Context: an optimization exercise on an open-source flow, tuned for small area. The choices shown serve that exercise and are no tape-out recipe.
Where RTL was checked, it was by simulation tests only, not by an equivalence proof against the original.
Only the layout flow was run in runs 3 to 5; the RTL was not checked for function there.
No activity file was given, so power comes from the tool's default toggle rates.

$ cat config.mk
export PLATFORM = sky130hd
export DESIGN_NAME = edge_capture_fsm
export DESIGN_NICKNAME = edge_capture_fsm
export VERILOG_FILES = /design/flow/design.v
export SDC_FILE = /design/flow/constraint.sdc
export NUM_CORES = 4
export LEC_CHECK = 0
export CAP_MARGIN = 20
export CORE_MARGIN = 2
export CORE_UTILIZATION = 60
export CTS_BUF_LIST = sky130_fd_sc_hd__clkbuf_4
export SLEW_MARGIN = 20
$ cat constraint.sdc
create_clock -name core_clock -period 10.0 [get_ports {clk}]
set_input_delay 2.0000 -clock core_clock [delete_from_list [all_inputs] [get_ports {clk}]]
set_output_delay 2.0000 -clock core_clock [all_outputs]
set_load 0.01 [all_outputs]
$ cat design.v
module edge_capture_fsm #(
    parameter integer TICKS_PER_US  = 1,
    parameter integer THRESHOLD_US  = 35,
    parameter integer CAPTURE_TICKS = 10000,
    parameter integer MAX_EDGES     = 83,
    parameter integer TS_W          = 32,
    parameter integer CW            = $clog2(MAX_EDGES + 1)
) (
    input  wire            clk,
    input  wire            rst,
    input  wire            start,
    input  wire            line_level,
    input  wire            line_err,
    input  wire [CW-1:0]   dbg_edge_idx,
    input  wire [CW-1:0]   dbg_bit_idx,
    output wire            busy,
    output wire [1:0]      phase,
    output wire [2:0]      status,
    output wire            have_reading,
    output wire            host_viol,
    output wire [7:0]      status_word,
    output wire [15:0]     humidity_x10,
    output wire [15:0]     temperature_x10,
    output wire            temp_sign,
    output wire [39:0]     frame,
    output wire [CW-1:0]   frame_offset,
    output wire [CW-1:0]   edge_count,
    output wire [CW-1:0]   bit_count,
    output wire [CW-1:0]   rejects,
    output wire [TS_W-1:0] elapsed,
    output wire            dbg_edge_valid,
    output wire [TS_W-1:0] dbg_edge_ts,
    output wire            dbg_edge_kind,
    output wire            dbg_bit_valid,
    output wire            dbg_bit
);
    localparam integer THRESH_TICKS = THRESHOLD_US * TICKS_PER_US;
    localparam integer FRAME_BITS   = 40;
    localparam integer NBITS        = (MAX_EDGES - 1 + 1) / 2;       
    localparam integer ES_W         = $clog2(CAPTURE_TICKS + 2);     
    localparam integer PC_W         = $clog2(THRESH_TICKS + 2);      
    localparam integer LO_W         = 9;
    localparam integer HI_W         = ES_W - LO_W;
    localparam integer NWRAP        = CAPTURE_TICKS >> LO_W;          
    localparam [1:0] PH_IDLE     = 2'd0;
    localparam [1:0] PH_CAPTURE  = 2'd1;
    localparam [1:0] PH_CLASSIFY = 2'd2;
    localparam [1:0] PH_DECODE   = 2'd3;
    localparam [2:0] ST_NONE     = 3'd0;
    localparam [2:0] ST_BUSY     = 3'd1;
    localparam [2:0] ST_OK       = 3'd2;
    localparam [2:0] ST_LINE_IO  = 3'd3;
    localparam [2:0] ST_INSUF    = 3'd4;
    localparam [2:0] ST_NO_FRAME = 3'd5;
    function lt_u;
        input [CW-1:0] a;
        input [CW-1:0] b;
        integer k;
        begin
            lt_u = 1'b0;
            for (k = 0; k < CW; k = k + 1)
                lt_u = (~a[k] & b[k]) | (~a[k] & lt_u) | (b[k] & lt_u);
        end
    endfunction
    reg [1:0]      phase_q;
    reg [2:0]      status_q;
    reg [ES_W-1:0] elapsed_q;
    reg            last_level_q;
    reg [CW-1:0]   edge_cnt_q;
    reg [CW-1:0]   cls_idx_q;
    reg [1:0]      rejects_q;       
    reg [PC_W-1:0] pulse_q;         
    reg [39:0]     res_frame_q;
    reg            res_off_q;
    reg            have_reading_q;
    reg            host_viol_q;
    reg [LO_W-1:0] edge_lo [0:MAX_EDGES-1];    
    reg [CW-1:0]   wrap_cnt [1:NWRAP];         
    reg [NBITS-1:0] bits_q;
    wire in_cap    = (phase_q == PH_CAPTURE);
    wire first_pol = (elapsed_q == {ES_W{1'b0}});
    wire cap_edge  = !first_pol && (line_level != last_level_q);
    wire cap_end   = (cap_edge && edge_cnt_q == MAX_EDGES - 1) ||
                     (elapsed_q == CAPTURE_TICKS);
    wire pulse_long = (pulse_q > THRESH_TICKS);
    wire [CW-2:0] bit_wr_idx = (edge_cnt_q - 1'b1) >> 1;
    wire kind0 = last_level_q ^ edge_cnt_q[0] ^ 1'b1;
    wire [CW:0]   cls_next   = cls_idx_q + 1'b1;
    wire          pair_avail = lt_u(cls_next[CW-1:0], edge_cnt_q) && !cls_next[CW];
    wire [CW:0]   bc_sum     = cls_idx_q + kind0;
    wire [CW-1:0] bit_cnt    = bc_sum[CW:1];
    reg  [FRAME_BITS-1:0] window;
    integer m;
    always @(*) begin
        for (m = 0; m < FRAME_BITS; m = m + 1)
            window[FRAME_BITS-1-m] = rejects_q[0] ? bits_q[m+1] : bits_q[m];
    end
    wire [7:0] b0 = window[39:32];
    wire [7:0] b1 = window[31:24];
    wire [7:0] b2 = window[23:16];
    wire [7:0] b3 = window[15:8];
    wire [7:0] b4 = window[7:0];
    wire [7:0] sum8  = b0 + b1 + b2 + b3;
    wire       ck_ok = (sum8 == b4);
    wire short_seq = (bit_cnt < FRAME_BITS);
    wire win_avail = (rejects_q == 2'd0) ||
                     (rejects_q == 2'd1 && bit_cnt == FRAME_BITS + 1);
    always @(posedge clk) begin
        if (rst) begin
            phase_q        <= PH_IDLE;
            status_q       <= ST_NONE;
            elapsed_q      <= {ES_W{1'b0}};
            last_level_q   <= 1'b0;
            edge_cnt_q     <= {CW{1'b0}};
            cls_idx_q      <= {CW{1'b0}};
            rejects_q      <= 2'd0;
            res_frame_q    <= 40'd0;
            res_off_q      <= 1'b0;
            have_reading_q <= 1'b0;
            host_viol_q    <= 1'b0;
        end else begin
            if (start && phase_q != PH_IDLE)
                host_viol_q <= 1'b1;
            case (phase_q)
                PH_IDLE: begin
                    if (start) begin
                        phase_q    <= PH_CAPTURE;
                        status_q   <= ST_BUSY;
                        elapsed_q  <= {ES_W{1'b0}};
                        edge_cnt_q <= {CW{1'b0}};
                        cls_idx_q  <= {CW{1'b0}};
                        rejects_q  <= 2'd0;
                    end
                end
                PH_CAPTURE: begin
                    if (line_err) begin
                        phase_q  <= PH_IDLE;
                        status_q <= ST_LINE_IO;
                    end else begin
                        elapsed_q    <= elapsed_q + 1'b1;
                        last_level_q <= line_level;
                        if (cap_edge)
                            edge_cnt_q <= edge_cnt_q + 1'b1;
                        if (cap_end)
                            phase_q <= PH_CLASSIFY;
                    end
                end
                PH_CLASSIFY: begin
                    if (pair_avail)
                        cls_idx_q <= cls_next[CW-1:0];
                    else
                        phase_q <= PH_DECODE;
                end
                PH_DECODE: begin
                    if (short_seq) begin
                        phase_q  <= PH_IDLE;
                        status_q <= ST_INSUF;
                    end else if (!win_avail) begin
                        phase_q  <= PH_IDLE;
                        status_q <= ST_NO_FRAME;
                    end else if (ck_ok) begin
                        phase_q        <= PH_IDLE;
                        status_q       <= ST_OK;
                        res_frame_q    <= window;
                        res_off_q      <= rejects_q[0];
                        have_reading_q <= 1'b1;
                    end else begin
                        rejects_q <= rejects_q + 1'b1;
                    end
                end
            endcase
        end
    end
    always @(posedge clk) begin
        if (in_cap && !line_err) begin
            if (cap_edge)
                pulse_q <= 1;
            else if (!pulse_long)
                pulse_q <= pulse_q + 1'b1;
        end
        if (!rst && in_cap && !line_err && cap_edge)
            edge_lo[edge_cnt_q] <= elapsed_q[LO_W-1:0];
        if (!rst && in_cap && !line_err && elapsed_q[LO_W-1:0] == {LO_W{1'b0}} &&
            !first_pol)
            wrap_cnt[elapsed_q[ES_W-1:LO_W]] <= edge_cnt_q;
        if (!rst && in_cap && !line_err && cap_edge && !line_level &&
            edge_cnt_q != {CW{1'b0}})
            bits_q[bit_wr_idx] <= pulse_long;
    end
    wire [14:0] tmag = res_frame_q[22:8];
    reg [LO_W-1:0]  dbg_lo;
    reg             dbg_bit_r;
    integer r;
    always @(*) begin
        dbg_lo = {LO_W{1'b0}};
        for (r = 0; r < MAX_EDGES; r = r + 1)
            if (dbg_edge_idx == r)
                dbg_lo = dbg_lo | edge_lo[r];
        dbg_bit_r = 1'b0;
        for (r = 0; r < NBITS; r = r + 1)
            if (dbg_bit_idx == r)
                dbg_bit_r = dbg_bit_r | bits_q[r];
    end
    reg [NWRAP+1:0] thermo;
    reg [HI_W-1:0]  dbg_hi;
    integer w;
    always @(*) begin
        thermo[0]       = 1'b1;
        thermo[NWRAP+1] = 1'b0;
        for (w = 1; w <= NWRAP; w = w + 1)
            thermo[w] = (elapsed_q > (w << LO_W)) && !lt_u(dbg_edge_idx, wrap_cnt[w]);
        dbg_hi = {HI_W{1'b0}};
        for (w = 1; w <= NWRAP; w = w + 1)
            if (thermo[w] && !thermo[w+1])
                dbg_hi = dbg_hi | w;
    end
    assign busy            = (phase_q != PH_IDLE);
    assign phase           = phase_q;
    assign status          = status_q;
    assign have_reading    = have_reading_q;
    assign host_viol       = host_viol_q;
    assign status_word     = {busy, host_viol_q, have_reading_q, status_q, phase_q};
    assign humidity_x10    = res_frame_q[39:24];
    assign temp_sign       = res_frame_q[23];
    assign temperature_x10 = res_frame_q[23] ? (16'd0 - {1'b0, tmag}) : {1'b0, tmag};
    assign frame           = res_frame_q;
    assign frame_offset    = {{(CW-1){1'b0}}, res_off_q};
    assign edge_count      = edge_cnt_q;
    assign bit_count       = bit_cnt;
    assign rejects         = {{(CW-2){1'b0}}, rejects_q};
    assign elapsed         = {{(TS_W-ES_W){1'b0}}, elapsed_q};
    assign dbg_edge_valid  = lt_u(dbg_edge_idx, edge_cnt_q);
    assign dbg_edge_ts     = {{(TS_W-ES_W){1'b0}}, dbg_hi, dbg_lo};
    assign dbg_edge_kind   = kind0 ^ dbg_edge_idx[0];
    assign dbg_bit_valid   = lt_u(dbg_bit_idx, bit_cnt);
    assign dbg_bit         = dbg_bit_r;
endmodule
$ cat run.sh
#!/bin/bash
# synth_recipe.tcl (not shown) runs the flow's synth.tcl, then flattens the netlist and writes it again
# the make line also repeats each setting of config.mk as NAME=value (left out here)
make -C /OpenROAD-flow-scripts/flow DESIGN_CONFIG=/design/flow/config.mk WORK_HOME=/design/flow/orfs CLKGATE_MAP_FILE= SYNTH_SCRIPT=/design/flow/synth_recipe.tcl finish
==> results of run 1 <==
[worst max-delay path: stages]
cell and delay, ns:
clkdlybuf4s50_1 0.89, inv_1 0.25, nand3_1 0.46, nor2_1 0.39, a32oi_1 0.62, o21ai_0 0.19, nor4_1 0.45, nand4_1 0.46
or4_1 0.66, clkdlybuf4s50_1 0.50
[worst paths after layout]
| check | endpoint | startpoint | slack (ns) |
|---|---|---|---|
| setup / recovery | dbg_edge_ts[3] | dbg_edge_idx[6] | 1.11 |
| hold / removal | status_q[0] | status_q[0] | 0.49 |
| setup reg to reg | res_frame_q[33] | rejects_q[0] | 4.06 |
| hold reg to reg | status_q[0] | status_q[0] | 0.49 |
[sequential cells by signal, indices dropped and copies added (netlist names), named ones only]
| name | cells |
|---|---|
| edge_lo | 747 |
| wrap_cnt | 133 |
| bits_q | 41 |
| res_frame_q | 40 |
| elapsed_q | 14 |
| cls_idx_q | 7 |
| edge_cnt_q | 7 |
| pulse_q | 6 |
| status_q | 3 |
| rejects_q | 2 |
| have_reading_q | 1 |
| host_viol_q | 1 |
| last_level_q | 1 |
| phase_q | 1 |
| res_off_q | 1 |
[per-layer routing]
metal  wire [µm]  vias up
met1       56110    15580
met3       25970      569
met4        8641       12
met5         115        -
li1            -    12748
met2       66860     3010
[kinds of logic (layout without fill, tap and decap cells)]
kind of cell	Yosys count	after routing	synth area share, %
simple gates	758	758	8.533
buf+inv	297	756	3.479
compound gates	721	721	12.79
xor+xnor	78	78	1.626
mux	100	100	2.501
other cells	1	52	0.008747
flops	1006	1006	68.62
fa+ha+maj	85	85	2.446
[metrics by stage]
stage	util, %	hold WS [ns]	worst slack [ns]	cell area [µm²]
floorplan	-	0.4617	3.923	43050
global placement	64.25	0.4714	1.571	45690
detailed placement	64.34	0.4835	1.667	45760
CTS	68.60	0.4997	1.664	48790
global route	68.66	0.5395	1.254	48830
finish	68.67	0.4945	1.106	48830
[cell type report]
cell class | count | area, µm²
sequential | 1006 | 29450
fill | 5001 | 22280
multi-input combinational | 1789 | 12400
clock buffer | 344 | 2582
timing repair buffer | 284 | 2540
tap | 950 | 1189
clock inverter | 73 | 450.4
inverter | 55 | 206.4
antenna | 5 | 12.51
[cell usage in the layout, fill, tap and decap left out, drive strengths merged, types with 14 or more instances in the layout]
master / instances
a22oi: 167
conb: 47
fa: 14
a32oi: 51
maj3: 50
xnor2: 39
a32o: 16
nand3: 90
nor4: 24
clkinv: 66
a22o: 55
xor2: 38
nor3: 41
ha: 21
clkbuf: 345
mux2i: 53
nor2: 303
a31oi: 36
a211oi: 35
nand2b: 40
clkdlybuf4s50: 153
o22ai: 30
buf: 130
inv: 60
dfxtp: 79
o221ai: 16
nand2: 96
mux2: 47
nor2b: 49
o21ai: 79
edfxtp: 927
a221oi: 63
a21oi: 60
nand4: 38
a222oi: 27
[power by group through the flow]
stage                     registers, µW  logic (µW)  clock network [µW]
after floorplan                    4670         265                   0
final                              4570         469                3330
after CTS                          4570         448                3330
after global routing               4570         485                3530
after detailed placement           4660         446                   0
after global placement             4660         436                   0
==> results.cfg, run 1 <==
[power_and_ir_drop]
design_power_total_uw = 8366
p_int_uw = 6319
vdd_drop_max_mv = 0.1199
clkPwrFrac_pct = 39.8
p_sw_share_pct = 24.47
leakage_uw = 0.01652
power_frac_comb_pct = 5.6
p_per_area_mw_per_mm2 = 171.3
seqPwrFrac_pct = 54.6
power_switching_uw = 2047

[clock_network]
cts-root-buf = clkbuf_4
cts_buffers = 237
postCtsHoldBufs = 0
cts_resized = 0
clk_path_buf_depth = 3
cts_setup_buffers = 0
clkTransAtPathRegs_ns = 0.07
clk-insertion-delay-late_ns = 1.15
htreeDepth = 4
clock_sinks = 1006
cts_tree = built

[setup_path]
critical_path_class = in -> out
cp-start-kind = input pin
cp.arrival_ns = 6.89
cp_max_fo = 9
reg2reg_depth = 15
cp.required_ns = 8.00
cp-end-kind = primary output

[timing]
setup_viol = 0
clock.fmax_ghz = 0.1124
rsz0062_at_grt = no
layout_min_cycle_time_ns = 8.894
finClkSkew_ns = 0.09028
slew_viol_final = 0
finalCritPeriodShare_pct = 88.94
worstMarginPinSlew_ns = 1.267
relSlewSlack_pct = 15.41
tns_ns = 0
hold_violations = 0

[logic_synthesis]
syn_inst = 3046
yosys.area.top_type = edfxtp_1
syn_area_per_cell_um2 = 14.08
ys_warn_count = 1
synth.top_cell.area_share_pct = 64.93
ys_ff_latch = 1006
syn-cell-area_mm2 = 0.04287
synth_commonest_cells = edfxtp_1, nor2_1, a22oi_1
synth.area.top_cells = edfxtp_1, dfxtp_1, a22oi_1
synth_flop_cell = edfxtp_1
yosysMostFrequentCell = edfxtp_1
synth-edff-count = 927
synth_cell_types = 91
synth_async_sr_flop_share_pct = 0
synth_seq_area_share_pct = 68.62

[global_route]
grt_max_degree = 86
grt_use_total_pct = 42.51
met2_usage_pct = 60.56
grt_pass1_vias = 30082
grt_overflow = 0
grt_busiest_layer = met2
antenna_found_initial = 12
globalRouteMet3Util_pct = 16.27
grt_pass1_wl_um = 219600
use_met1_pct = 58.09

[placement]
dpl.hpwl_um = 102100
place_inst = 4083
portBuffers = 156
gp_congestion = 1.036

[floorplanning]
io-pin-count = 204
chipWidth_um = 271.3
rows = 98
start_util_pct = 60.29
dieHeight_um = 271.3
dieArea_mm2 = 0.07361
core-area_mm2 = 0.07112

[hold_path]
hp-class = reg -> reg
hold_path_depth = 2

[cells_and_area]
finalNonFillerCells = 4506
drive_above_1_share_pct = 18.59
synthToLayoutAreaGrowth_pct = 13.90
finalNetCount = 3427

[job]
maxCapViolations = 0

[route]
drtIter0Drc = 6052
drc_errors = 0
wl_per_cell_um = 35.00
dr.pass1.iters = 7
num_vias = 31919
drt_wl_total_um = 157700
viasPerCell = 7.084
drtAntennaViolNets = 0

[run_status]
status = no timing/DRC/antenna violations
==> run 2: changes to the inputs <==
--- a/config.mk
+++ b/config.mk
@@ -7,6 +7,5 @@
 export LEC_CHECK = 0
-export CAP_MARGIN = 20
+export CAP_MARGIN = 30
 export CORE_MARGIN = 2
-export CORE_UTILIZATION = 60
-export CTS_BUF_LIST = sky130_fd_sc_hd__clkbuf_4
-export SLEW_MARGIN = 20
+export CORE_UTILIZATION = 35
+export SLEW_MARGIN = 40
==> results.cfg, run 2 <==
[run_status]
status = no timing/DRC/antenna violations

[logic_synthesis]
synth-edff-count = 927
syn_inst = 3046
synth_flop_cell = edfxtp_1
syn_area_per_cell_um2 = 14.08
ys_warn_count = 1
synth_cell_types = 91
yosysMostFrequentCell = edfxtp_1
ys_ff_latch = 1006
synth.top_cell.area_share_pct = 64.93
synth.area.top_cells = edfxtp_1, dfxtp_1, a22oi_1
synth_commonest_cells = edfxtp_1, nor2_1, a22oi_1
synth_async_sr_flop_share_pct = 0
synth_seq_area_share_pct = 68.62
syn-cell-area_mm2 = 0.04287
yosys.area.top_type = edfxtp_1

[setup_path]
r2r-end = res_frame_q[10]
cp-end-kind = primary output
cp_max_fo = 22
r2r_start = rejects_q[0]
cp.arrival_ns = 6.95
cp-start-kind = input pin
cp.required_ns = 8.00
critical_path_class = in -> out
rrSetupSlack_ns = 4.03
reg2reg_depth = 16

[clock_network]
postCtsHoldBufs = 0
cts_resized = 0
cts_setup_buffers = 0
clk-insertion-delay-late_ns = 0.75
cts-root-buf = clkbuf_16
cts_buffers = 103
clk_path_buf_depth = 3
cts_tree = built
htreeDepth = 3
clkTransAtPathRegs_ns = 0.06
clock_sinks = 1006

[global_route]
grt_overflow = 0
grt_pass1_vias = 28044
antenna_found_initial = 7
grt_pass1_wl_um = 216100
grt_use_total_pct = 24.09
grt_max_degree = 84

[cells_and_area]
synthToLayoutAreaGrowth_pct = 17.10
finalNetCount = 3284
regMostFlops = edge_lo
fill_cells = 11131
final_common_cell = edfxtp_1
final_cell_mix = edfxtp_1, nor2_1, a22oi_1
largest_reg_flops = 747
drive_above_1_share_pct = 13.88

[route]
num_vias = 29881
viasPerCell = 6.052
drc_errors = 0
dr.pass1.iters = 6
wl_per_cell_um = 31.28
drt_wl_total_um = 154500
drtAntennaViolNets = 0
drtIter0Drc = 5037

[power_and_ir_drop]
leakage_uw = 0.01631
p_per_area_mw_per_mm2 = 176.3
vdd_drop_max_mv = 0.1345

[floorplanning]
core-area_mm2 = 0.1217
dieHeight_um = 354.0
dieArea_mm2 = 0.1253
chipWidth_um = 354.0
start_util_pct = 35.22
io-pin-count = 204
rows = 128

[hold_path]
hold_end = res_off_q
hp-class = reg -> reg
hold_path_startpoint = res_off_q
hold_path_depth = 2

[timing]
setup_viol = 0
relSlewSlack_pct = 35.34
finClkSkew_ns = 0.07378
tns_ns = 0
clock.fmax_ghz = 0.1118
finalCritPeriodShare_pct = 89.48
holdWs_ns = 0.4931
rsz0062_at_grt = no
hold_violations = 0
slew_viol_final = 0
worstMarginPinSlew_ns = 0.9699
layout_min_cycle_time_ns = 8.948

[placement]
gp_congestion = 1.106
portBuffers = 156
dpl.hpwl_um = 101500

[job]
maxCapViolations = 0
==> run 2: cell counts after synthesis <==
Identical to the previous run, type by type.
==> run 2: critical path, cell delays in order <==
cell and delay (ns):
clkdlybuf4s50_1 0.59, buf_4 0.40, or3_1 0.77, nor2_1 0.46
a32oi_1 0.37, nand4_1 0.13, or4_1 0.64, a2111oi_0 0.63
o211ai_1 0.34, clkdlybuf4s50_1 0.57
==> run 2: how the worst max path moves through the flow <==
stage / startpoint / to / slack, ns / cells past startpoint
2_1_floorplan: dbg_edge_idx[2] / dbg_edge_ts[12] / 3.92 / 9
3_3_place_gp: dbg_edge_idx[5] / dbg_edge_ts[5] / 1.43 / 11
3_5_place_dp: dbg_edge_idx[5] / dbg_edge_ts[4] / 1.43 / 10
4_1_cts: dbg_edge_idx[5] / dbg_edge_ts[4] / 1.43 / 10
5_1_grt: dbg_edge_idx[5] / dbg_edge_ts[4] / 1.24 / 10
6_report: dbg_edge_idx[5] / dbg_edge_ts[4] / 1.05 / 10
==> run 2: cell families after synthesis <==
kind of cell	count (synthesis)	share of synthesized area (%)
flip-flops	1006	68.62
AND/OR/NAND/NOR	758	8.533
AO/OA/AOI/OAI	721	12.79
buffers and inverters	297	3.479
multiplexers	100	2.501
adder cells (fa/ha/maj)	85	2.446
XOR/XNOR	78	1.626
other	1	0.008747
==> run 2: per-stage QoR <==
step                cell area, µm²  total power (µW)  setup WS, ns  utilization (%)  instances
floorplan                    43050              4934         3.923                -       3092
global placement             46460              5118         1.428            38.17       4742
detailed placement           46830              5125         1.434            38.47       4747
CTS                          50130              8850         1.428            41.18       4930
global route                 50190              9053         1.238            41.24       4933
finish                       50200              8850         1.052            41.25       4937
==> run 2: final cells by class <==
cell class | count | area, µm² | area share, %
diodes | 4 | 10.01 | 0.01994
repair buffers | 275 | 2520 | 5.019
flip-flops and latches | 1006 | 29460 | 58.67
clock inverters | 49 | 524.3 | 1.044
inverters | 55 | 206.4 | 0.4112
clock buffers | 134 | 2776 | 5.530
well taps | 1625 | 2033 | 4.050
multi-input cells | 1789 | 12680 | 25.25
==> run 2: routing by layer <==
layer | part of all wire [%] | track usage [%] | wire [µm] | vias to the layer above
met1 | 38 | 31.72 | 58660 | 14876
met5 | 0.040 | 0 | 62 | -
met2 | 43 | 36.00 | 66720 | 2256
li1 | - | - | - | 12295
met3 | 13 | 7.242 | 19640 | 444
met4 | 6.1 | 12.33 | 9367 | 10
==> run 2: report_power, final <==
part | internal (µW) | switching, µW | leakage (µW) | total (µW)
registers | 4560 | 21.4 | 0.00982 | 4580
logic | 143 | 327 | 0.00489 | 470
clock network | 2120 | 1680 | 0.00160 | 3800
==> run 3: changes to the inputs <==
--- a/design.v
+++ b/design.v
@@ -41,3 +41,3 @@
     localparam integer PC_W         = $clog2(THRESH_TICKS + 2);      
-    localparam integer LO_W         = 9;
+    localparam integer LO_W         = 10;
     localparam integer HI_W         = ES_W - LO_W;
@@ -69,5 +69,4 @@
     reg [CW-1:0]   edge_cnt_q;
-    reg [CW-1:0]   cls_idx_q;
+    reg [CW-1:0]   cnt_q;           
     reg [1:0]      rejects_q;       
-    reg [PC_W-1:0] pulse_q;         
     reg [39:0]     res_frame_q;
@@ -84,9 +83,10 @@
                      (elapsed_q == CAPTURE_TICKS);
-    wire pulse_long = (pulse_q > THRESH_TICKS);
+    wire pulse_long = (cnt_q > THRESH_TICKS);
     wire [CW-2:0] bit_wr_idx = (edge_cnt_q - 1'b1) >> 1;
+    wire [CW-1:0] edge_cnt_nx = edge_cnt_q + (in_cap && !line_err && cap_edge);
     wire kind0 = last_level_q ^ edge_cnt_q[0] ^ 1'b1;
-    wire [CW:0]   cls_next   = cls_idx_q + 1'b1;
+    wire [CW:0]   cls_next   = cnt_q + 1'b1;
     wire          pair_avail = lt_u(cls_next[CW-1:0], edge_cnt_q) && !cls_next[CW];
-    wire [CW:0]   bc_sum     = cls_idx_q + kind0;
-    wire [CW-1:0] bit_cnt    = bc_sum[CW:1];
+    wire [CW:0]   bc_sum     = cnt_q + kind0;
+    wire [CW-1:0] bit_cnt    = in_cap ? {CW{1'b0}} : bc_sum[CW:1];
     reg  [FRAME_BITS-1:0] window;
@@ -112,5 +112,4 @@
             elapsed_q      <= {ES_W{1'b0}};
-            last_level_q   <= 1'b0;
             edge_cnt_q     <= {CW{1'b0}};
-            cls_idx_q      <= {CW{1'b0}};
+            cnt_q          <= {CW{1'b0}};
             rejects_q      <= 2'd0;
@@ -130,3 +129,2 @@
                         edge_cnt_q <= {CW{1'b0}};
-                        cls_idx_q  <= {CW{1'b0}};
                         rejects_q  <= 2'd0;
@@ -138,2 +136,3 @@
                         status_q <= ST_LINE_IO;
+                        cnt_q    <= {CW{1'b0}};
                     end else begin
@@ -141,6 +140,10 @@
                         last_level_q <= line_level;
-                        if (cap_edge)
-                            edge_cnt_q <= edge_cnt_q + 1'b1;
-                        if (cap_end)
+                        edge_cnt_q   <= edge_cnt_nx;
+                        if (cap_end) begin
                             phase_q <= PH_CLASSIFY;
+                            cnt_q   <= {CW{1'b0}};
+                        end else if (cap_edge)
+                            cnt_q <= 1;
+                        else if (!pulse_long)
+                            cnt_q <= cnt_q + 1'b1;
                     end
@@ -149,3 +152,3 @@
                     if (pair_avail)
-                        cls_idx_q <= cls_next[CW-1:0];
+                        cnt_q <= cls_next[CW-1:0];
                     else
@@ -174,15 +177,5 @@
     always @(posedge clk) begin
-        if (in_cap && !line_err) begin
-            if (cap_edge)
-                pulse_q <= 1;
-            else if (!pulse_long)
-                pulse_q <= pulse_q + 1'b1;
-        end
-        if (!rst && in_cap && !line_err && cap_edge)
-            edge_lo[edge_cnt_q] <= elapsed_q[LO_W-1:0];
-        if (!rst && in_cap && !line_err && elapsed_q[LO_W-1:0] == {LO_W{1'b0}} &&
-            !first_pol)
-            wrap_cnt[elapsed_q[ES_W-1:LO_W]] <= edge_cnt_q;
-        if (!rst && in_cap && !line_err && cap_edge && !line_level &&
-            edge_cnt_q != {CW{1'b0}})
+        edge_lo[edge_cnt_q] <= elapsed_q[LO_W-1:0];
+        wrap_cnt[elapsed_q[ES_W-1:LO_W] + 1'b1] <= edge_cnt_nx;
+        if (last_level_q)
             bits_q[bit_wr_idx] <= pulse_long;
@@ -210,3 +203,3 @@
         for (w = 1; w <= NWRAP; w = w + 1)
-            thermo[w] = (elapsed_q > (w << LO_W)) && !lt_u(dbg_edge_idx, wrap_cnt[w]);
+            thermo[w] = (elapsed_q[ES_W-1:LO_W] >= w) && !lt_u(dbg_edge_idx, wrap_cnt[w]);
         dbg_hi = {HI_W{1'b0}};
==> flow/run.sh (new file) <==
#!/bin/bash
# The standard layout (standard.sh) with these changes:
#  - synthesis runs flow/synth.tcl: the standard synthesis script, with abc
#    using the area-oriented script flow/area.abc;
#  - ports are buffered with buf_1 cells;
#  - clock tree synthesis uses clkbuf_16 cells, sink clusters of up to 25
#    flip-flops, and no dummy loads.
# make's full output (every tool's log is also kept by ORFS under orfs/logs)
# goes to flow_make.log in the work folder.
set -euo pipefail
W=$(pwd)
export AREA_ABC_SCRIPT="$W/flow/area.abc"
export BUFFER_PORTS_ARGS="-buffer_cell sky130_fd_sc_hd__buf_1"
export CTS_ARGS="-sink_clustering_enable -repair_clock_nets -dont_use_dummy_load -buf_list sky130_fd_sc_hd__clkbuf_16 -sink_clustering_size 25 -sink_clustering_max_diameter 80"
sed "s#SYNTH_SCRIPT=[^ ]*#SYNTH_SCRIPT=$W/flow/synth.tcl#" standard.sh > own_standard.sh
grep -q "SYNTH_SCRIPT=$W/flow/synth.tcl" own_standard.sh
bash own_standard.sh finish > flow_make.log 2>&1
==> flow/area.abc (new file) <==
&get -n
&st
&syn2
&dch
&nf -R 1000 -p
&st
&dch
&nf -R 1000 -p
&put
==> flow/synth.tcl (new file) <==
# The standard synthesis script (synth_recipe.tcl), with one change: abc maps
# the logic with flow/area.abc, an area-oriented script, in place of the
# flow's abc script. Registers are mapped before abc, so they are the
# standard synthesis's.
proc synth {args} { yosys synth -nofsm -noshare {*}$args }
proc abc {args} {
  set i [lsearch -exact $args -script]
  if {$i >= 0} { lset args [expr {$i+1}] $::env(AREA_ABC_SCRIPT) }
  yosys abc {*}$args
}
source $::env(SCRIPTS_DIR)/synth.tcl
# left out here: clear keep_hierarchy, flatten, clean up, hide names made inside functions, write 1_2_yosys.v
==> standard.sh (new file) <==
#!/bin/bash
# synth_recipe.tcl (not shown) runs the flow's synth.tcl, then flattens the netlist and writes it again
# the make line also repeats each setting of config.mk as NAME=value (left out here)
make -C /OpenROAD-flow-scripts/flow DESIGN_CONFIG=/design/flow/config.mk WORK_HOME=/design/flow/orfs CLKGATE_MAP_FILE= SYNTH_SCRIPT=/design/flow/synth_recipe.tcl "${@:-finish}"
--- a/config.mk
+++ b/config.mk
@@ -7,5 +7,5 @@
 export LEC_CHECK = 0
-export CAP_MARGIN = 30
+export CAP_MARGIN = 20
 export CORE_MARGIN = 2
-export CORE_UTILIZATION = 35
-export SLEW_MARGIN = 40
+export CORE_UTILIZATION = 50
+export SLEW_MARGIN = 20
removed: run.sh
==> results.cfg, run 3 <==
[route]
drc_errors = 0
dr.pass1.iters = 9
num_vias = 28848
viasPerCell = 7.183
drt_wl_total_um = 159200
drtAntennaViolNets = 0
wl_per_cell_um = 39.65
drtIter0Drc = 5806

[timing]
setup_viol = 0
relSlewSlack_pct = 14.64
hold_violations = 0
slew_viol_final = 0
holdWs_ns = 0.4967
tns_ns = 0
finalCritPeriodShare_pct = 87.60
layout_min_cycle_time_ns = 8.760
finClkSkew_ns = 0.04909
setup_slack_ns = 1.240
rsz0062_at_grt = no
worstMarginPinSlew_ns = 1.279
clock.fmax_ghz = 0.1142

[logic_synthesis]
yosysMostFrequentCell = edfxtp_1
synth_cell_types = 57
synth_top_family_by_area = compound AO/OA/AOI/OAI gates
synth_compound_area_share_pct = 13.05
synth.area.top_cells = edfxtp_1, dfxtp_1, a222oi_1
synth-edff-count = 935
synth_seq_area_share_pct = 73.98
ys_ff_latch = 1013
synth_xor_area_share_pct = 1.028
synth_async_sr_flop_share_pct = 0
synth_mux_area_share_pct = 0.9276
synthSimpleGateAreaFrac_pct = 7.771
synth.top_cell.area_share_pct = 70.09
syn_area_per_cell_um2 = 15.12
ys_warn_count = 1
syn-cell-area_mm2 = 0.04006
synth_commonest_cells = edfxtp_1, nor2_1, nand2_1
synth_flop_cell = edfxtp_1
yosys.area.top_type = edfxtp_1
synthAdderAreaFrac_pct = 1.343
syn_inst = 2650

[power_and_ir_drop]
p_per_area_mw_per_mm2 = 161.1
vdd_drop_max_mv = 0.1359
leakage_uw = 0.01283

[clock_network]
clk-insertion-delay-late_ns = 0.65
cts_setup_buffers = 0
postCtsHoldBufs = 0
cts_tree = built
clkTransAtPathRegs_ns = 0.06
cts_buffers = 51
htreeDepth = 2
clock_sinks = 1013
cts_resized = 0
clk_path_buf_depth = 3
cts-root-buf = clkbuf_16

[cells_and_area]
fill_cells = 6443
final_common_cell = edfxtp_1
multi_input_area_mm2 = 0.01014
finalNetCount = 3013
final_cell_mix = edfxtp_1, nor2_1, buf_1
regArea_mm2 = 0.02968
drive_above_1_share_pct = 9.801
finalNonFillerCells = 4016
synthToLayoutAreaGrowth_pct = 10.47
largest_reg_flops = 830
regMostFlops = edge_lo

[setup_path]
cp.required_ns = 8.00
reg2reg_depth = 18
rrSetupSlack_ns = 3.45
cp-start-kind = input pin
cp-end-kind = primary output
cp_max_fo = 21
r2r-end = status_q[0]
critical_path_class = in -> out
cp.arrival_ns = 6.76
r2r_start = rejects_q[0]

[global_route]
grt_use_total_pct = 38.32
grt_overflow = 0
grt_pass1_vias = 27009
antenna_found_initial = 10
grt_pass1_wl_um = 217100
grt_max_degree = 93

[placement]
place_inst = 3955
portBuffers = 156
dp_slack_ns = 1.733
gp_congestion = 1.036
dpl.hpwl_um = 104900

[run_status]
status = no timing/DRC/antenna violations

[hold_path]
hp-class = reg -> reg
hold_end = host_viol_q
hold_path_startpoint = host_viol_q
hold_path_depth = 2

[floorplanning]
io-pin-count = 204
start_util_pct = 50.63
dieArea_mm2 = 0.08240
core-area_mm2 = 0.07913
rows = 103
chipWidth_um = 287.1
dieHeight_um = 287.1

[job]
maxCapViolations = 0
-- run 3: area by class of cell --
cell class                 instances  area share (%)
inverter                          54          0.4580
multi-input combinational       1555           22.91
timing repair buffer             286           3.681
tap                             1050           2.969
antenna                            7         0.03958
sequential                      1013           67.06
clock buffer                      51           2.884
-- run 3: worst max-delay path by stage --
stage | slack (ns) | to | startpoint
floorplan | 1.60 | res_frame_q[15] | rejects_q[0]
global placement | 1.27 | dbg_edge_ts[4] | dbg_edge_idx[4]
detailed placement | 1.73 | dbg_edge_ts[4] | dbg_edge_idx[4]
CTS | 1.72 | dbg_edge_ts[4] | dbg_edge_idx[4]
global route | 1.39 | dbg_edge_ts[3] | dbg_edge_idx[1]
finish | 1.24 | dbg_edge_ts[3] | dbg_edge_idx[1]
-- run 3: metal layers --
metal	vias up	part of all wire, %	GRT usage [%]
li1	11326	-	-
met1	14354	35	49.23
met2	2652	44	57.36
met3	512	14	12.26
met4	4	7.1	22.40
met5	-	0.031	0
-- run 3: critical path: stages --
cell and delay, ns:
buf_1 0.44, clkinv_1 0.76, nor2_1 0.53, nand2_1 0.44
nor2_1 1.07, a221oi_1 0.45, nand3_1 0.32, nor3_1 0.14
nand3_1 0.38, buf_1 0.20
-- run 3: where the power goes --
part / internal (µW) / switching (µW)
clock: 909 / 1300
sequential: 4580 / 15.9
combinational: 90.4 / 235
total: 5580 / 1550
-- run 3: through the flow --
step           total power (µW)  utilization (%)  instance area [µm²]
5_1_grt                    7270            55.90                44240
3_3_place_gp               4996            53.99                42720
4_1_cts                    7106            55.82                44170
3_5_place_dp               5001            54.21                42890
6_report                   7129            55.93                44250
2_1_floorplan              4884                -                40230
-- run 3: cell families after synthesis --
logic type               Yosys count
multiplexers                      37
AND/OR/NAND/NOR                  691
adder cells (fa/ha/maj)           35
other                              1
flip-flops                      1013
buffers and inverters            128
AO/OA/AOI/OAI                    698
XOR/XNOR                          47
==> run 4: changes to the inputs <==
--- a/flow/run.sh
+++ b/flow/run.sh
@@ -5,3 +5,3 @@
 #  - ports are buffered with buf_1 cells;
-#  - clock tree synthesis uses clkbuf_16 cells, sink clusters of up to 25
+#  - clock tree synthesis uses clkbuf_8 cells, sink clusters of up to 12
 #    flip-flops, and no dummy loads.
@@ -13,3 +13,3 @@
 export BUFFER_PORTS_ARGS="-buffer_cell sky130_fd_sc_hd__buf_1"
-export CTS_ARGS="-sink_clustering_enable -repair_clock_nets -dont_use_dummy_load -buf_list sky130_fd_sc_hd__clkbuf_16 -sink_clustering_size 25 -sink_clustering_max_diameter 80"
+export CTS_ARGS="-sink_clustering_enable -repair_clock_nets -dont_use_dummy_load -buf_list sky130_fd_sc_hd__clkbuf_8 -sink_clustering_size 12 -sink_clustering_max_diameter 60"
 sed "s#SYNTH_SCRIPT=[^ ]*#SYNTH_SCRIPT=$W/flow/synth.tcl#" standard.sh > own_standard.sh
==> results.cfg, run 4 <==
[route]
num_vias = 28916
wl_met3_um = 22880
wl_per_cell_um = 39.37
dr.pass1.iters = 7
drc_errors = 0
viasPerCell = 7.115
m1WireLength_um = 55250
wl_met2_um = 70370
routed.top_layer = met5
drt_wl_total_um = 160000
drtAntennaViolNets = 0
drtIter0Drc = 5647

[placement]
place_inst = 3955
gp_congestion = 1.036
portBuffers = 156
dpl.hpwl_um = 104900

[cells_and_area]
finalNetCount = 3059
final_cell_mix = edfxtp_1, nor2_1, buf_1
largest_reg_flops = 830
finalNonFillerCells = 4064
fill_cells = 6458
drive_above_1_share_pct = 11.21
synthToLayoutAreaGrowth_pct = 10.64
regMostFlops = edge_lo
final_common_cell = edfxtp_1

[logic_synthesis]
yosysMostFrequentCell = edfxtp_1
synth.area.top_cells = edfxtp_1, dfxtp_1, a222oi_1
syn_inst = 2650
synthSimpleGateAreaFrac_pct = 7.771
synth_seq_area_share_pct = 73.98
synth_compound_area_share_pct = 13.05
ys_ff_latch = 1013
synth_cell_types = 57
synth.top_cell.area_share_pct = 70.09
synth-edff-count = 935
ys_warn_count = 1
synth_mux_area_share_pct = 0.9276
syn-cell-area_mm2 = 0.04006
syn_area_per_cell_um2 = 15.12
synth_xor_area_share_pct = 1.028
synthAdderAreaFrac_pct = 1.343
yosys.area.top_type = edfxtp_1
synth_commonest_cells = edfxtp_1, nor2_1, nand2_1
synth_flop_cell = edfxtp_1
synth_async_sr_flop_share_pct = 0
synth_top_family_by_area = compound AO/OA/AOI/OAI gates

[clock_network]
cts_setup_buffers = 0
clock_sinks = 1013
cts_resized = 0
cts_buffers = 98
postCtsHoldBufs = 0
clk_path_buf_depth = 3
clkTransAtPathRegs_ns = 0.07
clk-insertion-delay-late_ns = 0.79
cts_tree = built
htreeDepth = 3
cts-root-buf = clkbuf_8

[setup_path]
cp-start-kind = input pin
rrSetupSlack_ns = 3.49
cp.required_ns = 8.00
cp_max_fo = 21
cp.arrival_ns = 6.65
critical_path_class = in -> out
cp-end-kind = primary output

[job]
maxCapViolations = 0

[timing]
hold_violations = 0
clock.fmax_ghz = 0.1157
tns_ns = 0
layout_min_cycle_time_ns = 8.646
relSlewSlack_pct = 11.36
rsz0062_at_grt = no
slew_viol_final = 0
worstMarginPinSlew_ns = 1.325
finalCritPeriodShare_pct = 86.46
finClkSkew_ns = 0.06877
setup_viol = 0

[power_and_ir_drop]
p_sw_share_pct = 22.61
p_per_area_mw_per_mm2 = 161.4
clkPwrFrac_pct = 31.3
power_switching_uw = 1618
seqPwrFrac_pct = 64.2
design_power_total_uw = 7155
p_int_uw = 5537
power_frac_comb_pct = 4.5
leakage_uw = 0.01290
vdd_drop_max_mv = 0.1057

[hold_path]
hp-class = reg -> reg

[global_route]
grt_overflow = 0
grt_use_total_pct = 38.60
grt_pass1_wl_um = 218600
grt_pass1_vias = 27353
grt_max_degree = 93
antenna_found_initial = 6

[floorplanning]
rows = 103
io-pin-count = 204
core-area_mm2 = 0.07913
start_util_pct = 50.63
dieHeight_um = 287.1
dieArea_mm2 = 0.08240
chipWidth_um = 287.1

[run_status]
status = no timing/DRC/antenna violations
run 4: cell count changes in the layout (fill, tap and decap cells not counted), sizes merged:
| cell | change |
|---|---|
| clkbuf | +47 |
| diode | +2 |
| buf | -1 |
run 4: path summary, 6_finish.rpt:
| path | from | endpoint | cells past startpoint |
|---|---|---|---|
| max | dbg_edge_idx[1] | dbg_edge_ts[3] | 10 |
| min | host_viol_q | host_viol_q | 2 |
| max reg2reg | rejects_q[0] | res_frame_q[19] | 18 |
| min reg2reg | host_viol_q | host_viol_q | 2 |
run 4: worst max-delay path, stage by stage:
cell and delay (ns):
buf_1 0.42, clkinv_1 0.75, nor2_1 0.53, nand2_1 0.42, nor2_1 1.14, a221oi_1 0.42
nand3_1 0.29, nor3_1 0.14, nand3_1 0.32, buf_1 0.20
run 4: routing by layer:
| metal | vias to the layer above | track usage, % |
|---|---|---|
| met3 | 568 | 12.82 |
| met4 | 4 | 22.10 |
| met1 | 14411 | 49.64 |
| met2 | 2534 | 57.61 |
| met5 | - | 0 |
| li1 | 11399 | - |
run 4: power groups by stage:
stage	sequential, µW	clock (µW)	combinational, µW
floorplan	4700	0	188
global placement	4690	0	307
detailed placement	4690	0	311
CTS	4590	2230	313
global route	4590	2370	343
finish	4590	2240	323
run 4: stage by stage:
step	util (%)	hold WS (ns)	worst slack, ns	cell area [µm²]
detailed placement	54.21	0.4787	1.733	42890
floorplan	-	0.4699	1.597	40230
CTS	55.91	0.5046	1.693	44240
global placement	53.99	0.4731	1.266	42720
global route	55.99	0.5379	1.468	44300
finish	56.01	0.4980	1.354	44320
run 4: layout make-up:
type	instances	area [µm²]	share of cell area [%]
Tap cell	1050	1314	2.964
Clock buffer	98	1349	3.043
Multi-Input combinational cell	1555	10140	22.88
Timing Repair Buffer	285	1618	3.650
Sequential cell	1013	29680	66.96
Inverter	54	202.7	0.4573
Antenna cell	9	22.52	0.05081
run 4: logic make-up (layout without fill, tap and decap cells):
kind of cell | Yosys count | in the layout
muxes | 37 | 37
and+or+nand+nor | 691 | 691
xor gates and xnor gates | 47 | 47
other | 1 | 56
AOI/OAI and AO/OA | 698 | 698
adders and majority gates | 35 | 35
buffers and inverters | 128 | 437
DFF | 1013 | 1013
==> run 5: changes to the inputs <==
--- a/design.v
+++ b/design.v
@@ -39,2 +39,3 @@
     localparam integer NBITS        = (MAX_EDGES - 1 + 1) / 2;       
+    localparam integer SR_N         = NBITS + 2;                      
     localparam integer ES_W         = $clog2(CAPTURE_TICKS + 2);     
@@ -75,5 +76,7 @@
     reg            host_viol_q;
-    reg [LO_W-1:0] edge_lo [0:MAX_EDGES-1];    
+    reg [LO_W-1:0] edge_lo [0:MAX_EDGES-1];
+    integer sh;
     reg [CW-1:0]   wrap_cnt [1:NWRAP];         
-    reg [NBITS-1:0] bits_q;
+    reg [SR_N-1:0] bits_q;
+    reg [5:0]      wp_q;
     wire in_cap    = (phase_q == PH_CAPTURE);
@@ -84,3 +87,2 @@
     wire pulse_long = (cnt_q > THRESH_TICKS);
-    wire [CW-2:0] bit_wr_idx = (edge_cnt_q - 1'b1) >> 1;
     wire [CW-1:0] edge_cnt_nx = edge_cnt_q + (in_cap && !line_err && cap_edge);
@@ -91,8 +93,3 @@
     wire [CW-1:0] bit_cnt    = in_cap ? {CW{1'b0}} : bc_sum[CW:1];
-    reg  [FRAME_BITS-1:0] window;
-    integer m;
-    always @(*) begin
-        for (m = 0; m < FRAME_BITS; m = m + 1)
-            window[FRAME_BITS-1-m] = rejects_q[0] ? bits_q[m+1] : bits_q[m];
-    end
+    wire [FRAME_BITS-1:0] window = bits_q[SR_N-2:SR_N-1-FRAME_BITS];
     wire [7:0] b0 = window[39:32];
@@ -176,9 +173,25 @@
     end
+    wire bit_shift =
+        (in_cap && !line_err && cap_edge && !line_level && edge_cnt_q != {CW{1'b0}}) ||
+        (phase_q == PH_CLASSIFY && wp_q != SR_N - 1) ||
+        (phase_q == PH_DECODE && !short_seq && win_avail && !ck_ok && rejects_q == 2'd0);
     always @(posedge clk) begin
-        edge_lo[edge_cnt_q] <= elapsed_q[LO_W-1:0];
+        if (rst || (phase_q == PH_IDLE && start))
+            wp_q <= 6'd0;
+        else if (bit_shift)
+            wp_q <= wp_q + 1'b1;
+    end
+    always @(posedge clk) begin
+        if (in_cap && !line_err && cap_edge) begin
+            edge_lo[0] <= elapsed_q[LO_W-1:0];
+            for (sh = 1; sh < MAX_EDGES; sh = sh + 1)
+                edge_lo[sh] <= edge_lo[sh-1];
+        end
         wrap_cnt[elapsed_q[ES_W-1:LO_W] + 1'b1] <= edge_cnt_nx;
-        if (last_level_q)
-            bits_q[bit_wr_idx] <= pulse_long;
+        if (bit_shift)
+            bits_q <= {bits_q[SR_N-2:0], pulse_long};
     end
     wire [14:0] tmag = res_frame_q[22:8];
+    wire [CW-1:0]   dbg_bit_pos  = {1'b0, wp_q} - 1'b1 - dbg_bit_idx;
+    wire [CW-1:0]   dbg_edge_pos = edge_cnt_q - 1'b1 - dbg_edge_idx;
     reg [LO_W-1:0]  dbg_lo;
@@ -189,7 +202,7 @@
         for (r = 0; r < MAX_EDGES; r = r + 1)
-            if (dbg_edge_idx == r)
+            if (dbg_edge_pos == r)
                 dbg_lo = dbg_lo | edge_lo[r];
         dbg_bit_r = 1'b0;
-        for (r = 0; r < NBITS; r = r + 1)
-            if (dbg_bit_idx == r)
+        for (r = 0; r < SR_N; r = r + 1)
+            if (dbg_bit_pos == r)
                 dbg_bit_r = dbg_bit_r | bits_q[r];
==> flow/run.sh (replaced) <==
#!/bin/bash
# The standard layout (standard.sh) with these changes:
#  - synthesis runs flow/synth.tcl: the standard synthesis script, with abc
#    using the area-oriented script flow/area.abc (registers are mapped
#    before abc, so they are the standard synthesis's);
#  - ports are buffered with buf_1 cells;
#  - clock tree synthesis uses clkbuf_8 cells, sink clusters of up to 16
#    flip-flops within 60 um, and no dummy loads.
# make's full output goes to flow_make.log in the work folder; ORFS keeps
# each step's own log under orfs/logs.
set -euo pipefail
W=$(pwd)
export AREA_ABC_SCRIPT="$W/flow/area.abc"
export BUFFER_PORTS_ARGS="-buffer_cell sky130_fd_sc_hd__buf_1"
export CTS_ARGS="-sink_clustering_enable -repair_clock_nets -dont_use_dummy_load -buf_list sky130_fd_sc_hd__clkbuf_8 -sink_clustering_size 16 -sink_clustering_max_diameter 60"
sed "s#SYNTH_SCRIPT=[^ ]*#SYNTH_SCRIPT=$W/flow/synth.tcl#" standard.sh > own_standard.sh
grep -q "SYNTH_SCRIPT=$W/flow/synth.tcl" own_standard.sh
bash own_standard.sh finish > flow_make.log 2>&1
==> results.cfg, run 5 <==
[logic_synthesis]
synth_async_sr_flop_share_pct = 0
syn_inst = 2488
yosysMostFrequentCell = edfxtp_1
ys_warn_count = 2
synth_seq_area_share_pct = 75.62
synth_flop_cell = edfxtp_1
syn_area_per_cell_um2 = 15.85
synth.area.top_cells = edfxtp_1, a22oi_1, dfxtp_1
synth.top_cell.area_share_pct = 71.36
yosys.area.top_type = edfxtp_1
syn-cell-area_mm2 = 0.03943
synth_cell_types = 58
synth_commonest_cells = edfxtp_1, a22oi_1, nor2_1
synth-edff-count = 937
ys_ff_latch = 1021

[global_route]
grt_pass1_wl_um = 184800
grt_pass1_vias = 24711
grt_max_degree = 169
antenna_found_initial = 4
grt_use_total_pct = 32.22
grt_overflow = 0

[placement]
portBuffers = 156
gp_congestion = 0.9776
place_inst = 3796
dp_slack_ns = 1.127
dpl.hpwl_um = 89690
place_area_mm2 = 0.04215

[power_and_ir_drop]
design_power_total_uw = 7424
leakage_uw = 0.01258
p_per_area_mw_per_mm2 = 171.5
vdd_drop_max_mv = 0.1279

[route]
drtIter0Drc = 5007
drtAntennaViolNets = 0
viasPerCell = 6.795
wl_per_cell_um = 34.36
drc_errors = 0
num_vias = 26365
dr.pass1.iters = 9
drt_wl_total_um = 133300

[cells_and_area]
final_cell_area_mm2 = 0.04328
final_cell_mix = edfxtp_1, a22oi_1, nor2_1
regMostFlops = edge_lo
finalNonFillerCells = 3880
final_common_cell = edfxtp_1
synthToLayoutAreaGrowth_pct = 9.767
finalNetCount = 2911
largest_reg_flops = 830
drive_above_1_share_pct = 8.492

[setup_path]
path_cells = buf_1 > clkinv_1 > ha_1 > a21oi_1 > o21ai_0 > a21o_1 > a21oi_1 > xor2_1 > nor2_1 > nand2_1 > nor2_1 > buf_4 > a22o_1 > a221oi_1 > nand4_1 > nor4_1 > nand4_1 > buf_1
cpPeakStageDelay_ns = 0.56
crit_slowest_cell = ha_1
cp_max_fo = 19
cp.required_ns = 8.00
cp.arrival_ns = 7.01
cp-start-kind = input pin
cp-end-kind = primary output
critical_path_class = in -> out

[hold_path]
hp-class = reg -> reg

[timing]
rsz0062_at_grt = no
relSlewSlack_pct = 7.373
hold_violations = 0
worstMarginPinSlew_ns = 1.384
layout_min_cycle_time_ns = 9.010
setup_viol = 0
finClkSkew_ns = 0.07081
setup_slack_ns = 0.9901
finalCritPeriodShare_pct = 90.10
tns_ns = 0
slew_viol_final = 0
clock.fmax_ghz = 0.1110

[clock_network]
clk-insertion-delay-late_ns = 0.74
cts_resized = 0
cts_tree = built
htreeDepth = 3
cts_setup_buffers = 0
clk_path_buf_depth = 3
clock_sinks = 1021
postCtsHoldBufs = 0
cts-root-buf = clkbuf_8
clkTransAtPathRegs_ns = 0.10
cts_buffers = 82

[run_status]
status = no timing/DRC/antenna violations

[floorplanning]
rows = 102
dieArea_mm2 = 0.08113
core-area_mm2 = 0.07772
chipWidth_um = 284.8
io-pin-count = 204
dieHeight_um = 284.8
start_util_pct = 50.73

[job]
maxCapViolations = 0
run 5: changes by cell type after synthesis, moves of 17 or more:
cell      before  now
a211oi_1      37   13
ha_1          19   36
nand2_1      142   79
a222oi_1     135   58
nor3_1        36   75
o21ai_0      124   28
nand4_1       46   81
nand3_1      104   55
a22oi_1      128  295
nor2_1       280  251
mux2i_1       36    0
a221oi_1      57   39
run 5: final cells by class:
| type | count | area, µm² |
|---|---|---|
| tap | 1040 | 1301 |
| fill | 6274 | 34440 |
| antenna | 2 | 5.005 |
| sequential | 1021 | 29820 |
| timing repair buffer | 296 | 1663 |
| multi-input combinational | 1393 | 9194 |
| inverter | 46 | 172.7 |
| clock buffer | 82 | 1129 |
run 5: cells by family after synthesis:
family                     after synthesis  share of synthesized area (%)
DFF                                   1021                          75.62
and+or+nand+nor                        617                          7.346
AOI/OAI and AO/OA                      610                          11.64
buffers and inverters                  120                          1.847
adders and majority gates               59                          2.132
xor gates and xnor gates                58                          1.288
muxes                                    2                         0.1142
other                                    1                       0.009510
run 5: power by group:
group | internal [µW] | switching (µW) | leakage [µW] | total (µW)
sequential | 4690 | 74.4 | 0.00811 | 4770
clock | 735 | 1310 | 0.000590 | 2040
combinational | 213 | 400 | 0.00388 | 613
total | 5640 | 1780 | 0.0126 | 7420
run 5: layer usage:
layer	share of wire (%)	track usage, %
met3	14	9.360
met4	4.4	11.67
met1	38	45.77
met5	0.0098	0
met2	44	47.54
run 5: critical path: cells and delay by family:
kind | cells | cell delay (ns)
xor+xnor | 1 | 0.30
compound gates | 6 | 1.24
simple gates | 6 | 1.77
fa+ha+maj | 1 | 0.56
buf+inv | 4 | 1.13
run 5: through the flow:
stage / hold slack (ns) / utilization, %
floorplan: 0.4252 / -
global placement: 0.4280 / 54.22
detailed placement: 0.4333 / 54.23
CTS: 0.3998 / 55.68
global route: 0.3949 / 55.69
finish: 0.3981 / 55.69
run 5: final timing paths:
check | cells after the start | slack, ns | endpoint | from
max | 18 | 0.99 | dbg_edge_ts[4] | dbg_edge_idx[2]
min | 0 | 0.40 | edge_lo[65][2] | edge_lo[64][2]
max reg2reg | 9 | 5.03 | edge_lo[15][6] | elapsed_q[13]
min reg2reg | 0 | 0.40 | edge_lo[65][2] | edge_lo[64][2]
==> run 6: changes to the inputs <==
--- a/design.v
+++ b/design.v
@@ -104,7 +104,23 @@
                      (rejects_q == 2'd1 && bit_cnt == FRAME_BITS + 1);
+    reg [1:0] phase_nx;
+    always @(*) begin
+        phase_nx = phase_q;
+        case (phase_q)
+            PH_IDLE:     if (start) phase_nx = PH_CAPTURE;
+            PH_CAPTURE:  if (line_err) phase_nx = PH_IDLE;
+                         else if (cap_end) phase_nx = PH_CLASSIFY;
+            PH_CLASSIFY: if (!pair_avail) phase_nx = PH_DECODE;
+            PH_DECODE:   if (short_seq || !win_avail || ck_ok) phase_nx = PH_IDLE;
+        endcase
+    end
+    always @(posedge clk)
+        if (rst)
+            phase_q <= PH_IDLE;
+        else if (phase_nx != phase_q)
+            phase_q <= phase_nx;
     always @(posedge clk) begin
         if (rst) begin
-            phase_q        <= PH_IDLE;
             status_q       <= ST_NONE;
             elapsed_q      <= {ES_W{1'b0}};
+            last_level_q   <= 1'b0;
             edge_cnt_q     <= {CW{1'b0}};
@@ -122,3 +138,2 @@
                     if (start) begin
-                        phase_q    <= PH_CAPTURE;
                         status_q   <= ST_BUSY;
@@ -131,3 +146,2 @@
                     if (line_err) begin
-                        phase_q  <= PH_IDLE;
                         status_q <= ST_LINE_IO;
@@ -139,3 +153,2 @@
                         if (cap_end) begin
-                            phase_q <= PH_CLASSIFY;
                             cnt_q   <= {CW{1'b0}};
@@ -150,4 +163,2 @@
                         cnt_q <= cls_next[CW-1:0];
-                    else
-                        phase_q <= PH_DECODE;
                 end
@@ -155,9 +166,6 @@
                     if (short_seq) begin
-                        phase_q  <= PH_IDLE;
                         status_q <= ST_INSUF;
                     end else if (!win_avail) begin
-                        phase_q  <= PH_IDLE;
                         status_q <= ST_NO_FRAME;
                     end else if (ck_ok) begin
-                        phase_q        <= PH_IDLE;
                         status_q       <= ST_OK;
==> results.cfg, run 6 <==
[setup_path]
reg2reg_depth = 18
cp.arrival_ns = 6.90
crit_buf_inv = 7
cp_max_fo = 16
cp.depth = 21
cp-start-kind = input pin
critical_path_class = in -> out
path_cells = buf_1 > clkinv_1 > buf_4 > ha_1 > clkinv_1 > fa_1 > clkinv_1 > a21oi_1 > o21ai_0 > a21o_1 > a21oi_1 > xor2_1 > nand3_1 > nor2_1 > buf_4 > a22o_1 > a221oi_1 > nand4_1 > nor4_1 > nand4_1 > buf_1
cp.required_ns = 8.00
cpLargestDelayFamily = simple AND/OR/NAND/NOR gates
crit_slowest_cell = nand3_1
rrSetupSlack_ns = 4.89
cp-end-kind = primary output
cpPeakStageDelay_ns = 0.78
cp_common_cell = clkinv_1

[clock_network]
cts_setup_buffers = 0
htreeDepth = 3
cts_tree = built
cts_resized = 0
cts_buffers = 83
clkTransAtPathRegs_ns = 0.08
clock_sinks = 1021
clk-insertion-delay-late_ns = 0.76
cts-root-buf = clkbuf_8
postCtsHoldBufs = 0
clk_path_buf_depth = 3

[global_route]
grt_pass1_wl_um = 190700
grt_overflow = 0
grt_use_total_pct = 33.35
grt_max_degree = 206
antenna_found_initial = 7
grt_pass1_vias = 25372

[timing]
slew_viol_final = 0
rsz0062_at_grt = no
layout_min_cycle_time_ns = 8.899
hold_violations = 0
tns_ns = 0
relSlewSlack_pct = 15.10
clock.fmax_ghz = 0.1124
finClkSkew_ns = 0.09512
setup_viol = 0
finalCritPeriodShare_pct = 88.99
worstMarginPinSlew_ns = 1.272

[cells_and_area]
fill_cells = 6183
finalNetCount = 2902
regMostFlops = edge_lo
finalNonFillerCells = 3877
final_cell_mix = edfxtp_1, a22oi_1, nor2_1
drive_above_1_share_pct = 8.292
largest_reg_flops = 830
synthToLayoutAreaGrowth_pct = 9.651
final_common_cell = edfxtp_1

[logic_synthesis]
yosys.area.top_type = edfxtp_1
synth-edff-count = 936
synth_flop_cell = edfxtp_1
synth.area.top_cells = edfxtp_1, a22oi_1, dfxtp_1
syn_inst = 2483
yosysMostFrequentCell = edfxtp_1
syn_area_per_cell_um2 = 15.86
synth.top_cell.area_share_pct = 71.39
ys_warn_count = 2
synth_cell_types = 54
syn-cell-area_mm2 = 0.03937
ys_ff_latch = 1021
synth_commonest_cells = edfxtp_1, a22oi_1, nor2_1
synth_async_sr_flop_share_pct = 0
synth_seq_area_share_pct = 75.71

[route]
viasPerCell = 6.866
drc_errors = 0
dr.pass1.iters = 14
drt_wl_total_um = 137500
num_vias = 26621
wl_per_cell_um = 35.47
drtAntennaViolNets = 0
drtIter0Drc = 5129

[placement]
portBuffers = 156
place_inst = 3791
gp_congestion = 0.9861
dpl.hpwl_um = 93180

[run_status]
status = no timing/DRC/antenna violations

[floorplanning]
start_util_pct = 50.66
core-area_mm2 = 0.07772
io-pin-count = 204
dieHeight_um = 284.6
dieArea_mm2 = 0.08101
rows = 102
chipWidth_um = 284.6

[hold_path]
hold_path_depth = 0
hp-class = reg -> reg

[power_and_ir_drop]
p_per_area_mw_per_mm2 = 163.5
vdd_drop_max_mv = 0.1040
leakage_uw = 0.01370

[job]
maxCapViolations = 0
[run 6: worst register-to-register path, stage by stage (launching register included)]
cell and delay [ns]:
edfxtp_1 0.53, fa_1 0.55, fa_1 0.50, ha_1 0.18, clkinv_1 0.08, fa_1 0.40
xor2_1 0.19, xnor2_1 0.12, nor4_1 0.25, o21ai_0 0.14, a21oi_1 0.12, and4_1 0.32
nor2_1 0.17, a221o_4 0.71, and2_0 0.30, nand3_1 0.12, nor2_1 0.08, o21ai_0 0.16
a21oi_1 0.06
[run 6: layout make-up]
type	count	area (µm²)	area share, %
flip-flops and latches	1021	29810	69.05
multi-input cells	1387	9045	20.95
repair buffers	296	1692	3.918
well taps	1040	1301	3.014
clock buffers	83	1142	2.646
inverters	47	176.4	0.4086
diodes	3	7.507	0.01739
[run 6: cell families after synthesis]
logic type | count (synthesis) | synth area share, %
other cells | 1 | 0.009524
buf+inv | 121 | 1.859
mux | 2 | 0.1144
fa+ha+maj | 55 | 2.002
simple gates | 606 | 7.214
flops | 1021 | 75.71
xor+xnor | 60 | 1.335
compound gates | 617 | 11.76
[run 6: worst paths after layout]
check                                startpoint             end
worst min-delay path             edge_lo[80][8]  edge_lo[81][8]
worst max-delay path            dbg_edge_idx[0]  dbg_edge_ts[4]
worst min register to register   edge_lo[80][8]  edge_lo[81][8]
worst max register to register       bits_q[27]         wp_q[5]
[run 6: where the power goes]
part / leakage, µW / switching, µW / internal [µW]
clock: 0.000597 / 1320 / 744
sequential: 0.00920 / 35.3 / 4650
combinational: 0.00391 / 222 / 82.1
[run 6: stage by stage]
stage / worst slack [ns] / area [µm²] / hold WS, ns / power [µW] / util (%)
floorplan: 0.1262 / 39550 / 0.4252 / 4957 / -
global placement: 1.126 / 41990 / 0.4273 / 5079 / 54.02
finish: 1.101 / 43170 / 0.3982 / 7060 / 55.55
global route: 0.9457 / 43170 / 0.4070 / 7252 / 55.54
detailed placement: 1.176 / 42010 / 0.4324 / 5079 / 54.05
CTS: 1.164 / 43150 / 0.3968 / 7082 / 55.52
[run 6: per-layer routing]
metal	up-vias	global-route usage, %	wire [µm]
met2	2153	49.79	60470
li1	10668	-	-
met4	8	16.04	8158
met3	497	10.05	19150
met1	13295	44.82	49680
met5	-	0	69
==> run 7: changes to the inputs <==
--- a/config.mk
+++ b/config.mk
@@ -9,3 +9,4 @@
 export CORE_MARGIN = 2
-export CORE_UTILIZATION = 50
+export CORE_UTILIZATION = 65
+export PLACE_DENSITY = 0.75
 export SLEW_MARGIN = 20
==> results.cfg, run 7 <==
[run_status]
status = no timing/DRC/antenna violations

[cells_and_area]
regArea_mm2 = 0.02981
final_util_pct = 70.97
final_common_cell = edfxtp_1
largest_reg_flops = 830
multi_input_area_mm2 = 0.009084
regMostFlops = edge_lo
drive_above_1_share_pct = 7.930
fill_cells = 3920
finalNetCount = 2880
synthToLayoutAreaGrowth_pct = 8.383
final_cell_mix = edfxtp_1, a22oi_1, nor2_1

[logic_synthesis]
synth.top_cell.area_share_pct = 71.39
synth_xor_area_share_pct = 1.335
synth_mux_area_share_pct = 0.1144
ys_ff_latch = 1021
synth_flop_cell = edfxtp_1
synth-edff-count = 936
synthSimpleGateAreaFrac_pct = 7.214
synth_compound_area_share_pct = 11.76
synth_cell_types = 54
ys_warn_count = 2
synth_seq_area_share_pct = 75.71
yosysMostFrequentCell = edfxtp_1
synth_async_sr_flop_share_pct = 0
syn_inst = 2483
syn_area_per_cell_um2 = 15.86
synthAdderAreaFrac_pct = 2.002
syn-cell-area_mm2 = 0.03937
synth_commonest_cells = edfxtp_1, a22oi_1, nor2_1
synth_top_family_by_area = compound AO/OA/AOI/OAI gates
synth.area.top_cells = edfxtp_1, a22oi_1, dfxtp_1
yosys.area.top_type = edfxtp_1

[route]
drt_wl_total_um = 126700
drc_errors = 0
viasPerCell = 7.383
wl_per_cell_um = 35.18
num_vias = 26592
drtAntennaViolNets = 0
drtIter0Drc = 5095
dr.pass1.iters = 6

[timing]
finClkSkew_ns = 0.09636
clock.fmax_ghz = 0.1136
setup_viol = 0
finalCritPeriodShare_pct = 88.05
relSlewSlack_pct = 8.794
tns_ns = 0
layout_min_cycle_time_ns = 8.805
rsz0062_at_grt = no
hold_violations = 0
slew_viol_final = 0
worstMarginPinSlew_ns = 1.368

[clock_network]
cts_buffers = 75
clock_sinks = 1021
clkTransAtPathRegs_ns = 0.10
clk_path_buf_depth = 3
cts_resized = 0
htreeDepth = 3
cts-root-buf = clkbuf_8
cts_tree = built
postCtsHoldBufs = 0
cts_setup_buffers = 0
clk-insertion-delay-late_ns = 0.74

[setup_path]
cp.arrival_ns = 6.81
reg2reg_depth = 18
cp.required_ns = 8.00
r2r-end = wp_q[5]
r2r_start = bits_q[27]
cp_max_fo = 16
rrSetupSlack_ns = 5.01
cp-start-kind = input pin
cp-end-kind = primary output
critical_path_class = in -> out

[floorplanning]
dieArea_mm2 = 0.06256
dieHeight_um = 250.1
io-pin-count = 204
core-area_mm2 = 0.06013
chipWidth_um = 250.1
rows = 90
start_util_pct = 65.48

[power_and_ir_drop]
leakage_uw = 0.01357
vdd_drop_max_mv = 0.1231
p_per_area_mw_per_mm2 = 162.0

[global_route]
grt_max_degree = 206
grt_overflow = 0
grt_pass1_vias = 24844
grt_pass1_wl_um = 177600
grt_use_total_pct = 40.40
antenna_found_initial = 5

[placement]
dpl.hpwl_um = 85460
gp_congestion = 1.003
portBuffers = 156

[hold_path]
hp-class = reg -> reg
hold_end = edge_lo[39][9]
hold_path_startpoint = edge_lo[38][9]
hold_path_depth = 0

[job]
maxCapViolations = 0
==> run 7: cell families (layout without fill, tap and decap cells) <==
group / count (synthesis) / in the layout
other cells: 1 / 55
buf+inv: 121 / 404
compound gates: 617 / 617
fa+ha+maj: 55 / 55
simple gates: 606 / 606
flops: 1021 / 1021
mux: 2 / 2
xor+xnor: 60 / 60
==> run 7: per-layer routing <==
layer	GRT usage, %	routed length (µm)
met1	54.36	43000
met2	57.97	53880
met3	15.85	21550
met4	20.21	8281
met5	0	12
==> run 7: final cells by class <==
cell class,instances,area share (%)
multi-input cells,1387,21.29
inverters,47,0.4134
diodes,8,0.04691
repair buffers,282,3.689
flip-flops and latches,1021,69.85
clock buffers,75,2.419
well taps,782,2.293
==> run 7: worst max-delay path by stage <==
| stage | endpoint | startpoint | cells past startpoint | slack [ns] |
|---|---|---|---|---|
| 6_report | dbg_edge_ts[5] | dbg_edge_idx[0] | 21 | 1.19 |
| 5_1_grt | dbg_edge_ts[2] | dbg_edge_idx[0] | 22 | 0.99 |
| 3_5_place_dp | dbg_edge_ts[9] | dbg_edge_idx[0] | 20 | 1.40 |
| 3_3_place_gp | dbg_edge_ts[3] | dbg_edge_idx[0] | 20 | 1.35 |
| 4_1_cts | dbg_edge_ts[9] | dbg_edge_idx[0] | 20 | 1.39 |
| 2_1_floorplan | edge_cnt_q[6] | line_err | 8 | 0.13 |
==> run 7: stage by stage <==
stage	instances	total power, µW	hold slack (ns)	cell area, µm²	setup slack (ns)
3_3_place_gp	3519	5059	0.4286	41580	1.346
6_report	3602	6914	0.3974	42670	1.195
2_1_floorplan	2529	4957	0.4252	39550	0.1262
5_1_grt	3595	7065	0.4101	42660	0.9891
4_1_cts	3594	6906	0.4024	42630	1.387
3_5_place_dp	3519	5064	0.4342	41600	1.399
==> run 7: power breakdown <==
group	total [µW]	internal (µW)	switching, µW	leakage, µW
registers	4690	4650	33.5	0.00920
clock network	1930	675	1260	0.000539
logic	295	80.7	214	0.00383
total	6910	5410	1510	0.0136
==> run 7: worst max-delay path, stage by stage <==
cell	delay, ns
buf_1	0.07
clkinv_1	0.04
buf_4	0.19
ha_1	0.20
clkinv_1	0.08
fa_1	0.45
clkinv_1	0.07
a21oi_1	0.05
o21ai_0	0.38
a21o_1	0.18
a21oi_1	0.07
xor2_1	0.26
nor2b_1	0.21
nand2_1	0.39
nor2_1	0.96
buf_4	0.45
a22oi_1	0.18
nand4_1	0.18
nor2_1	0.09
nand3_1	0.12
buf_1	0.17

static timing again, ports no longer ideal:
Ports are ideal in the flow. The routed layouts listed here were re-timed in OpenROAD. Step 1, drivers: a clkbuf_16 drives clk and a buf_2 each remaining input, both assumed. Step 2 also shifts input and output timing later by t, the mid clock arrival at the registers, as if the neighbouring blocks saw the same clock. Slacks: ideal ports / drivers / drivers and shift; pairs: ideal ports / drivers.
| run | t (ns) | slack for setup (ns) | worst setup path at the end |
|---|---|---|---|
| run 1 | 1.172 | 1.106 / 1.056 / 1.056 | input to output |
| run 2 | 0.777 | 1.052 / 1.025 / 1.025 | input to output |
| run 3 | 0.713 | 1.240 / 1.214 / 1.214 | input to output |
| run 4 | 0.805 | 1.354 / 1.329 / 1.329 | input to output |
| run 5 | 0.760 | 0.990 / 0.961 / 0.961 | input to output |
| run 6 | 0.772 | 1.101 / 1.076 / 1.076 | input to output |
| run 7 | 0.754 | 1.195 / 1.175 / 1.175 | input to output |
After both steps setup and hold are still met in every run listed. For run 1, which loses most, drivers alone change the setup slack by -0.050 ns; drivers and shift together by -0.050 ns.
